This is an optimization exercise on Yosys and OpenROAD, whose aim is small area, a short achievable clock period and few clock cycles per item, not a production implementation.
The RTL was checked by simulation tests, not by an equivalence proof against the original design.

==> flow/design.v, too long to show whole: its modules and the start of the top module <==
// module b85_fa: 10 lines
// module b85_codec: 1172 lines
module b85_codec (
    input  wire        clk,
    input  wire        rst,         
    input  wire        in_valid,
    output wire        in_ready,
    input  wire        in_mode,     
    input  wire [39:0] in_data,
    output wire        out_valid,
    input  wire        out_ready,
    output wire [39:0] out_data,
    output wire [1:0]  out_err
);
  // ...
==> flow/flow/run.sh <==
#!/bin/bash
# Own layout flow: the standard layout (standard.sh) unchanged, except that the
# resizer's timing repair keeps a setup margin (so it also speeds up paths that already
# meet the 30 ns clock) and the ports get buf_2 buffers instead of the resizer's choice.
# The clock, the constraints and the synthesis are the standard ones.
set -euo pipefail
export SETUP_SLACK_MARGIN=23.0
export TNS_END_PERCENT=100
export BUFFER_PORTS_ARGS="-buffer_cell sky130_fd_sc_hd__buf_2"
bash standard.sh > standard.log 2>&1
==> flow/standard.sh <==
#!/bin/bash
# synth_recipe.tcl (not shown) runs the flow's synth.tcl, then flattens the netlist and writes it again
# the make line also repeats each setting of config.mk as NAME=value (left out here)
make -C /OpenROAD-flow-scripts/flow DESIGN_CONFIG=/design/flow/config.mk WORK_HOME=/design/flow/orfs CLKGATE_MAP_FILE= SYNTH_SCRIPT=/design/flow/synth_recipe.tcl "${@:-finish}"
==> flow/config.mk <==
export PLATFORM = sky130hd
export DESIGN_NAME = b85_codec
export DESIGN_NICKNAME = b85_codec
export VERILOG_FILES = /design/flow/design.v
export SDC_FILE = /design/flow/constraint.sdc
export NUM_CORES = 4
export LEC_CHECK = 0
export CAP_MARGIN = 20
export CORE_MARGIN = 2
export CORE_UTILIZATION = 75
export SLEW_MARGIN = 20
export SYNTH_HIERARCHICAL = 1
==> flow/constraint.sdc <==
create_clock -name core_clock -period 30.0 [get_ports {clk}]
set_input_delay 6.0000 -clock core_clock [delete_from_list [all_inputs] [get_ports {clk}]]
set_output_delay 6.0000 -clock core_clock [all_outputs]
set_load 0.01 [all_outputs]
==> flow_summary.json, run 1 <==
{
  "outcome": "finished clean",
  "largest_register_ffs": 43,
  "synth_xor_area_frac": 0.0525,
  "dr_wl_met2_mm": 22.5,
  "ant_nets": 0,
  "final_cell_mix": "316 x fa_1, 201 x inv_1, 177 x ha_1",
  "async_reset_ff_frac": 0,
  "top_layer_used": "met4",
  "grtUsageTotal": 0.361,
  "synth-edff-count": 127,
  "tns_ps": 0,
  "grt-ovfl-total": 0,
  "relSlewSlack": 0.350,
  "fin_area_um2": 21200,
  "crit_type": "flip-flop to output port",
  "drt-vias-per-instance": 6.35,
  "utilization": 0.847,
  "clk_share": 0.0281,
  "dieArea_um2": 26600,
  "cts_resized": 14,
  "cts.htree.levels": 4,
  "max_stage_delay_ps": 380,
  "crit_path_start": "o_data[20]",
  "final_nets": 2327,
  "drive_gt1_frac": 0.175,
  "avgRoutedWirePerCell_um": 22.0,
  "cts_tree": "built",
  "regToRegEndpoint": "m_p[15]",
  "core_area_um2": 25000
}
Testbench counts, summed over its fixed seeds: cycles 3,224, items 3,200.
==> run 2, diff against run 1 <==
--- a/flow/design.v
+++ b/flow/design.v
@@ -1086,46 +1086,32 @@
         tk = {4'd0, fp} - 7'd85 * fj;
     endfunction
     wire [6:0] t1 = y1[6:0] + tk(f1, f0);
     wire [6:0] t2 = y2[6:0] + tk(f2, f1);
     wire [6:0] t3 = y3[6:0] + tk(f3, f2);
     wire e1 = (t1 >= 7'd85);
     wire e2 = (t2 >= 7'd85) | ((t2 == 7'd84) & e1);
     wire e3 = (t3 >= 7'd85) | ((t3 == 7'd84) & e2);
-    function [7:0] radd;
-        input [7:0] a, b;
-        reg c;
-        integer i;
-        begin
-            c = 1'b0;
-            for (i = 0; i < 8; i = i + 1) begin
-                radd[i] = a[i] ^ b[i] ^ c;
-                c = (a[i] & b[i]) | (c & (a[i] ^ b[i]));
-            end
-        end
-    endfunction
     function [7:0] bk;
         input [6:0] t;
         input ep, ej;
-        reg [7:0] k;
         begin
-            if (ej)      k = ep ? 8'd207 : 8'd206;                   
-            else if (ep) k = (t >= 7'd56) ? 8'd37 : 8'd36;
-            else         k = (t >= 7'd57) ? 8'd36 : 8'd35;
-            bk = {1'b0, t} + k;
+            if (ej)      bk = {1'b0, t} + (ep ? 8'd207 : 8'd206);    
+            else if (ep) bk = {1'b0, t} + ((t >= 7'd56) ? 8'd37 : 8'd36);
+            else         bk = {1'b0, t} + ((t >= 7'd57) ? 8'd36 : 8'd35);
         end
     endfunction
-    wire [7:0] b0 = radd(y0[7:0], (y0 >= 9'd255) ? 8'd36 :        
+    wire [7:0] b0 = y0[7:0] + ((y0 >= 9'd255) ? 8'd36 :        
                                (y0 >= 9'd227) ? 8'd122 :       
                                (y0 >= 9'd170) ? 8'd121 :       
                                (y0 >= 9'd142) ? 8'd207 :       
                                (y0 >= 9'd85)  ? 8'd206 :       
                                (y0 >= 9'd57)  ? 8'd36 : 8'd35);
-    wire [7:0] b1 = radd({1'b0, t1}, e1 ? 8'd206 : ((t1 >= 7'd57) ? 8'd36 : 8'd35));
+    wire [7:0] b1 = bk(t1, 1'b0, e1);
     wire [7:0] b2 = bk(t2, e1, e2);
     wire [7:0] b3 = bk(t3, e2, e3);
     wire [6:0] v4a = y4 + f3;
     wire [6:0] v4b = v4a + 7'd1;
     wire [7:0] b4a = {1'b0, v4a} + ((v4a >= 7'd57) ? 8'd36 : 8'd35);
     wire [7:0] b4b = {1'b0, v4b} + ((v4b >= 7'd57) ? 8'd36 : 8'd35);
     wire [7:0] b4 = e3 ? b4b : b4a;
     wire [39:0] enc = {b4, b3, b2, b1, b0};
==> flow/config.mk (replaced) <==
export PLATFORM = sky130hd
export DESIGN_NAME = b85_codec
export DESIGN_NICKNAME = b85_codec
export VERILOG_FILES = /design/flow/design.v
export SDC_FILE = /design/flow/constraint.sdc
export NUM_CORES = 4
export LEC_CHECK = 0
export CAP_MARGIN = 20
export CORE_MARGIN = 2
export CORE_UTILIZATION = 65
export SLEW_MARGIN = 20
export SYNTH_HIERARCHICAL = 1
==> flow_summary.json, run 2 <==
{
  "yosys_most_used_dff": "edfxtp_1",
  "maxCapViolCount": 0,
  "crit_type": "flip-flop to output port",
  "worst_setup_path_end_kind": "output port",
  "cts_sinks": 174,
  "die_x_um": 176,
  "root_buffer": "clkbuf_16",
  "ant_nets": 0,
  "synth_top_area_share": 0.326,
  "setup_viol": 0,
  "synth_area_leaders": "fa_1 33%, edfxtp_1 20%, ha_1 12%, dfxtp_1 4.9%, inv_1 3.9%",
  "dp.cells": 2113,
  "netlist_instances": 1661,
  "yosysUniqueCellTypes": 72,
  "grt_pass1_vias": 13546,
  "io_buffers": 88,
  "grt_pass1_wl_mm": 70.2,
  "yosysSeqAreaShare": 0.247,
  "path_clk_slew_ps": 60,
  "synth-edff-count": 127,
  "grtUsageTotal": 0.298,
  "tightest_slew_ps": 1050,
  "final_common_cell": "fa_1",
  "vias": 12874,
  "fin_area_um2": 21000,
  "die_h_um": 176,
  "outcome": "finished clean",
  "area_growth_syn_to_layout_pct": 9.21,
  "worstPathRequired_ps": 24000,
  "utilization": 0.725,
  "regMostFlops": "m_p",
  "yosys_warnings": 7,
  "fmax_mhz": 144,
  "cts_made_buffers": 17,
  "antenna-diode-count": 0,
  "max_stage_delay_ps": 370,
  "rrSetupSlack_ps": 23260,
  "cp_slowest_cell": "edfxtp_1",
  "final_nets": 2326,
  "r2r_start": "ir_data[29]",
  "dp_hpwl_mm": 34.7,
  "antenna_found_initial": 0,
  "drt-vias-per-instance": 5.92,
  "drive_gt1_frac": 0.122,
  "cp_num_buf_inv": 1,
  "min_to": "rdy",
  "relSlewSlack": 0.297,
  "syn_area_um2": 19200,
  "hold_viol_final": 0,
  "min_from": "o_v",
  "post-route-period-util": 0.232,
  "arrival_ps": 960,
  "dr.first_iter.drc_count": 886,
  "stdcell_count": 2173,
  "report.final.slew_viol_count": 0,
  "ys_seq_elements": 174,
  "min_period_ps": 6960,
  "num_rows": 62,
  "rsz0062_at_grt": "true",
  "cts_tree": "built",
  "ios": 89,
  "critPathTopFamily": "flip-flops",
  "synth_nets": 2211,
  "cts.htree.levels": 4,
  "startpoint_type": "flip-flop",
  "dpl-instance-area_um2": 20100,
  "crit_path_max_fanout": 1,
  "clock_path_buffers": 2,
  "async_reset_ff_frac": 0,
  "multi_input_area_um2": 13700,
  "synth.most_common_cell": "fa_1",
  "grt_max_degree": 77,
  "crit_chain": "buf_2",
  "r2r_cells": 17,
  "avgRoutedWirePerCell_um": 19.9,
  "grt-ovfl-total": 0,
  "clk_latency_ps": 450,
  "fin_skew_ps": 12.2,
  "synth_commonest_cells": "313 x fa_1, 200 x inv_1, 192 x ha_1",
  "seq_area_um2": 4760,
  "dieArea_um2": 31000,
  "synth_area_leader_cell": "fa_1",
  "tns_ps": 0,
  "core_area_um2": 28900,
  "final_cell_mix": "312 x fa_1, 197 x inv_1, 192 x ha_1",
  "regToRegEndpoint": "m_p[26]",
  "drc_errors": 0,
  "min_path_cells": 1,
  "first_pass_iters": 5,
  "hp-class": "flip-flop to flip-flop",
  "fillers": 2069,
  "wl_mm": 43.3,
  "initial_core_util": 0.664,
  "gp_congestion": 0.953,
  "synth_area_per_cell_um2": 11.6,
  "largest_register_ffs": 43
}
[run 2: cell count changes in the layout (fill, tap and decap cells not counted), sizes merged, moves of 8 or more]
cell	change
ha	+11
a21o	+8
buf	-45
nand2	+11
nor2b	+10
fa	-9
inv	-23
[run 2: layer usage]
layer	GRT usage	part of all wire	vias to the layer above	wire length, um
met4	0.120	0.040	0	1720
met3	0.0506	0.060	102	2590
met1	0.392	0.43	6405	18400
li1	-	-	5961	-
met2	0.496	0.47	406	20500
met5	0	0	-	0
[run 2: cell families after synthesis]
family,count (synthesis),share of synthesized area
buffers and inverters,235,0.0471
flip-flops,174,0.247
adder cells (fa/ha/maj),506,0.452
AO/OA/AOI/OAI,312,0.108
multiplexers,29,0.0163
AND/OR/NAND/NOR,286,0.0749
XOR/XNOR,119,0.0549
[run 2: layout make-up]
| type | instances | share of cell area |
|---|---|---|
| clock inverters | 11 | 0.00519 |
| well taps | 384 | 0.0229 |
| repair buffers | 131 | 0.0364 |
| inverters | 200 | 0.0363 |
| flip-flops and latches | 174 | 0.227 |
| multi-input cells | 1252 | 0.651 |
| clock buffers | 21 | 0.0219 |
[run 2: per-stage QoR]
stage               hold WS [ps]  setup slack, ps
global route                 439            22920
detailed placement           420            22760
finish                       424            23040
CTS                          435            23000
global placement             408            22770
floorplan                    417            23040
[run 2: worst max path at each step]
stage | to | startpoint | slack, ps | cells after the start
after global placement | o_data[33] | out_ready | 22770 | 3
after detailed placement | o_data[32] | out_ready | 22760 | 3
after floorplan | o_data[0] | out_ready | 23040 | 2
final | out_err[1] | o_err[1] | 23040 | 1
after CTS | out_err[1] | o_err[1] | 23000 | 1
after global routing | o_data[30] | m_p[17] | 22920 | 30
[run 2: Yosys stat by module, one instance, submodules excluded]
module     copies in the design  flops+latches  cells  area (um2)
b85_fa                      273              0      1        20.0
b85_codec                     1            174   1388       13800
[run 2: timing repair]
action / 4_1_cts / 5_1_grt
hold buffers: 0 / 0
setup buffers: 5 / 23
resized for setup: 6 / 17
endpoints found under the setup margin: 14 / 25
pin swaps: 0 / 1
endpoints found under the hold margin: 0 / 0
Testbench counts of run 2, summed over its fixed seeds: cycles 3,224, items 3,200.
==> run 3, diff against run 2 <==
--- a/flow/flow/run.sh
+++ b/flow/flow/run.sh
@@ -4,7 +4,7 @@
 # meet the 30 ns clock) and the ports get buf_2 buffers instead of the resizer's choice.
 # The clock, the constraints and the synthesis are the standard ones.
 set -euo pipefail
-export SETUP_SLACK_MARGIN=23.0
+export SETUP_SLACK_MARGIN=22.8
 export TNS_END_PERCENT=100
 export BUFFER_PORTS_ARGS="-buffer_cell sky130_fd_sc_hd__buf_2"
 bash standard.sh > standard.log 2>&1
==> flow_summary.json, run 3 <==
{
  "cp_common_cell": "fa_1",
  "yosys_most_used_dff": "edfxtp_1",
  "min_to": "rdy",
  "fillers": 2091,
  "utilization": 0.720,
  "final_nets": 2310,
  "startpoint_type": "flip-flop",
  "hp-class": "flip-flop to flip-flop",
  "final_common_cell": "fa_1",
  "dp_hpwl_mm": 34.7,
  "dieArea_um2": 31000,
  "crit_path_max_fanout": 13,
  "min_from": "o_v",
  "dr.first_iter.drc_count": 832,
  "cts_tree": "built",
  "gp_congestion": 0.953,
  "crit_type": "flip-flop to flip-flop",
  "maxCapViolCount": 0,
  "setup_viol": 0,
  "avgRoutedWirePerCell_um": 19.9,
  "report.final.slew_viol_count": 0,
  "relSlewSlack": 0.312,
  "regToRegEndpoint": "m_p[15]",
  "fmax_mhz": 143,
  "grtUsageTotal": 0.296,
  "hold_viol_final": 0,
  "critPathTopFamily": "adder cells",
  "drive_gt1_frac": 0.111,
  "grt_max_degree": 77,
  "max_stage_delay_ps": 870,
  "regMostFlops": "m_p",
  "clock_path_buffers": 2,
  "largest_register_ffs": 43,
  "drc_errors": 0,
  "synth.most_common_cell": "fa_1",
  "yosysUniqueCellTypes": 72,
  "synth_area_leaders": "fa_1 33%, edfxtp_1 20%, ha_1 12%, dfxtp_1 4.9%, inv_1 3.9%",
  "min_path_cells": 1,
  "min_period_ps": 7010,
  "wl_mm": 42.9,
  "core_area_um2": 28900,
  "grt_pass1_vias": 13497,
  "netlist_instances": 1661,
  "cp_slowest_cell": "edfxtp_1",
  "rsz0062_at_grt": "false",
  "fin_skew_ps": 12.0,
  "cts_made_buffers": 17,
  "synth_commonest_cells": "313 x fa_1, 200 x inv_1, 192 x ha_1",
  "grt-ovfl-total": 0,
  "arrival_ps": 7210,
  "worst_setup_path_end_kind": "flip-flop",
  "yosys_warnings": 7,
  "drt-vias-per-instance": 5.91,
  "ios": 89,
  "synth_area_leader_cell": "fa_1",
  "num_rows": 62,
  "die_x_um": 176,
  "ant_nets": 0,
  "io_buffers": 88,
  "outcome": "finished clean",
  "r2r_start": "ir_data[20]",
  "final_cell_mix": "312 x fa_1, 199 x inv_1, 192 x ha_1",
  "clk_latency_ps": 450,
  "worstPathRequired_ps": 30200,
  "area_growth_syn_to_layout_pct": 8.44,
  "synth_top_area_share": 0.326,
  "synth_nets": 2211,
  "r2r_cells": 16,
  "initial_core_util": 0.664,
  "root_buffer": "clkbuf_16",
  "cp_num_buf_inv": 0,
  "synth-edff-count": 127,
  "crit_chain": "fa_1 -> fa_1 -> fa_1 -> ha_1 -> a31oi_1 -> o21bai_1 -> a21o_1 -> fa_1 -> xor2_1 -> fa_1 -> fa_1 -> fa_1 -> ha_1 -> a31o_2 -> ha_1 -> mux2_2",
  "die_h_um": 176,
  "cts.htree.levels": 4,
  "grt_pass1_wl_mm": 69.9,
  "ys_seq_elements": 174,
  "cts_sinks": 174,
  "crit_path_start": "ir_data[20]",
  "post-route-period-util": 0.234,
  "tightest_slew_ps": 1030,
  "rrSetupSlack_ps": 22990,
  "async_reset_ff_frac": 0,
  "syn_area_um2": 19200,
  "antenna-diode-count": 0,
  "path_clk_slew_ps": 70,
  "tns_ps": 0,
  "first_pass_iters": 5,
  "antenna_found_initial": 0,
  "synth_area_per_cell_um2": 11.6,
  "vias": 12753,
  "yosysSeqAreaShare": 0.247
}
## run 3: cells by family after synthesis
group	Yosys count	share of synthesized area
adder cells (fa/ha/maj)	506	0.452
AO/OA/AOI/OAI	312	0.108
AND/OR/NAND/NOR	286	0.0749
buffers and inverters	235	0.0471
flip-flops	174	0.247
XOR/XNOR	119	0.0549
multiplexers	29	0.0163
## run 3: cell type report
class                   instances  area, um2  area share
clock inverters                11        109     0.00522
well taps                     384        480      0.0231
repair buffers                115        643      0.0309
clock buffers                  21        460      0.0221
multi-input cells            1252      13600       0.654
inverters                     200        754      0.0362
flip-flops and latches        174       4760       0.228
## run 3: per-layer routing
layer | vias up | wire (um) | track usage
met4 | 0 | 1610 | 0.119
li1 | 5921 | - | -
met3 | 84 | 2600 | 0.0489
met5 | - | 0 | 0
met1 | 6331 | 18400 | 0.394
met2 | 417 | 20300 | 0.493
## run 3: worst max-delay path by stage
| stage | endpoint | slack, ps | depth (start not counted) |
|---|---|---|---|
| detailed placement | o_data[32] | 22760 | 3 |
| global placement | o_data[33] | 22770 | 3 |
| finish | m_p[15] | 22990 | 16 |
| floorplan | o_data[0] | 23040 | 2 |
| CTS | o_data[31] | 22810 | 24 |
| global route | o_data[30] | 22780 | 30 |
## run 3: per-module statistics from Yosys, one instance, submodules excluded
| module | copies in the design | cells |
|---|---|---|
| b85_codec | 1 | 1388 |
| b85_fa | 273 | 1 |
## run 3: metrics by stage
step           hold WS (ps)  area [um2]  setup slack, ps  std cells
2_1_floorplan           417       19200            23040       1661
6_report                435       20800            22990       2157
4_1_cts                 435       20700            22810       2145
5_1_grt                 459       20800            22780       2157
3_5_place_dp            420       20100            22760       2113
3_3_place_gp            408       20100            22770       2113
## run 3: repair_timing
item / CTS / global route
gates resized for setup: 1 / 13
hold buffers: 0 / 0
endpoints found under the hold margin: 0 / 0
setup buffers: 0 / 12
setup endpoints to repair: 1 / 24

==> static timing again, ports no longer ideal <==
The results above use ideal ports. As a check the final layouts listed here were re-extracted and re-timed, cells and wires unchanged. Step 1 assumes that a clkbuf_16 drives the clock port and a buf_2 every other input. Step 2 also shifts input and output timing later by t, the mid clock arrival at the registers, as if the neighbouring blocks saw the same clock. Slacks: ideal / step 1 / step 2; pairs: ideal / step 1.
| run | t (ns) | setup slack, ns | worst setup path after step 2 | clock arrival spread, ns |
|---|---|---|---|---|
| run 1 | 0.498 | 23.019 / 22.965 / 22.755 | input to register | 0.018 / 0.018 |
| run 2 | 0.501 | 23.040 / 22.984 / 22.776 | input to register | 0.013 / 0.012 |
| run 3 | 0.503 | 22.994 / 22.976 / 22.779 | input to register | 0.012 / 0.012 |
After both steps every run listed still meets setup and hold.
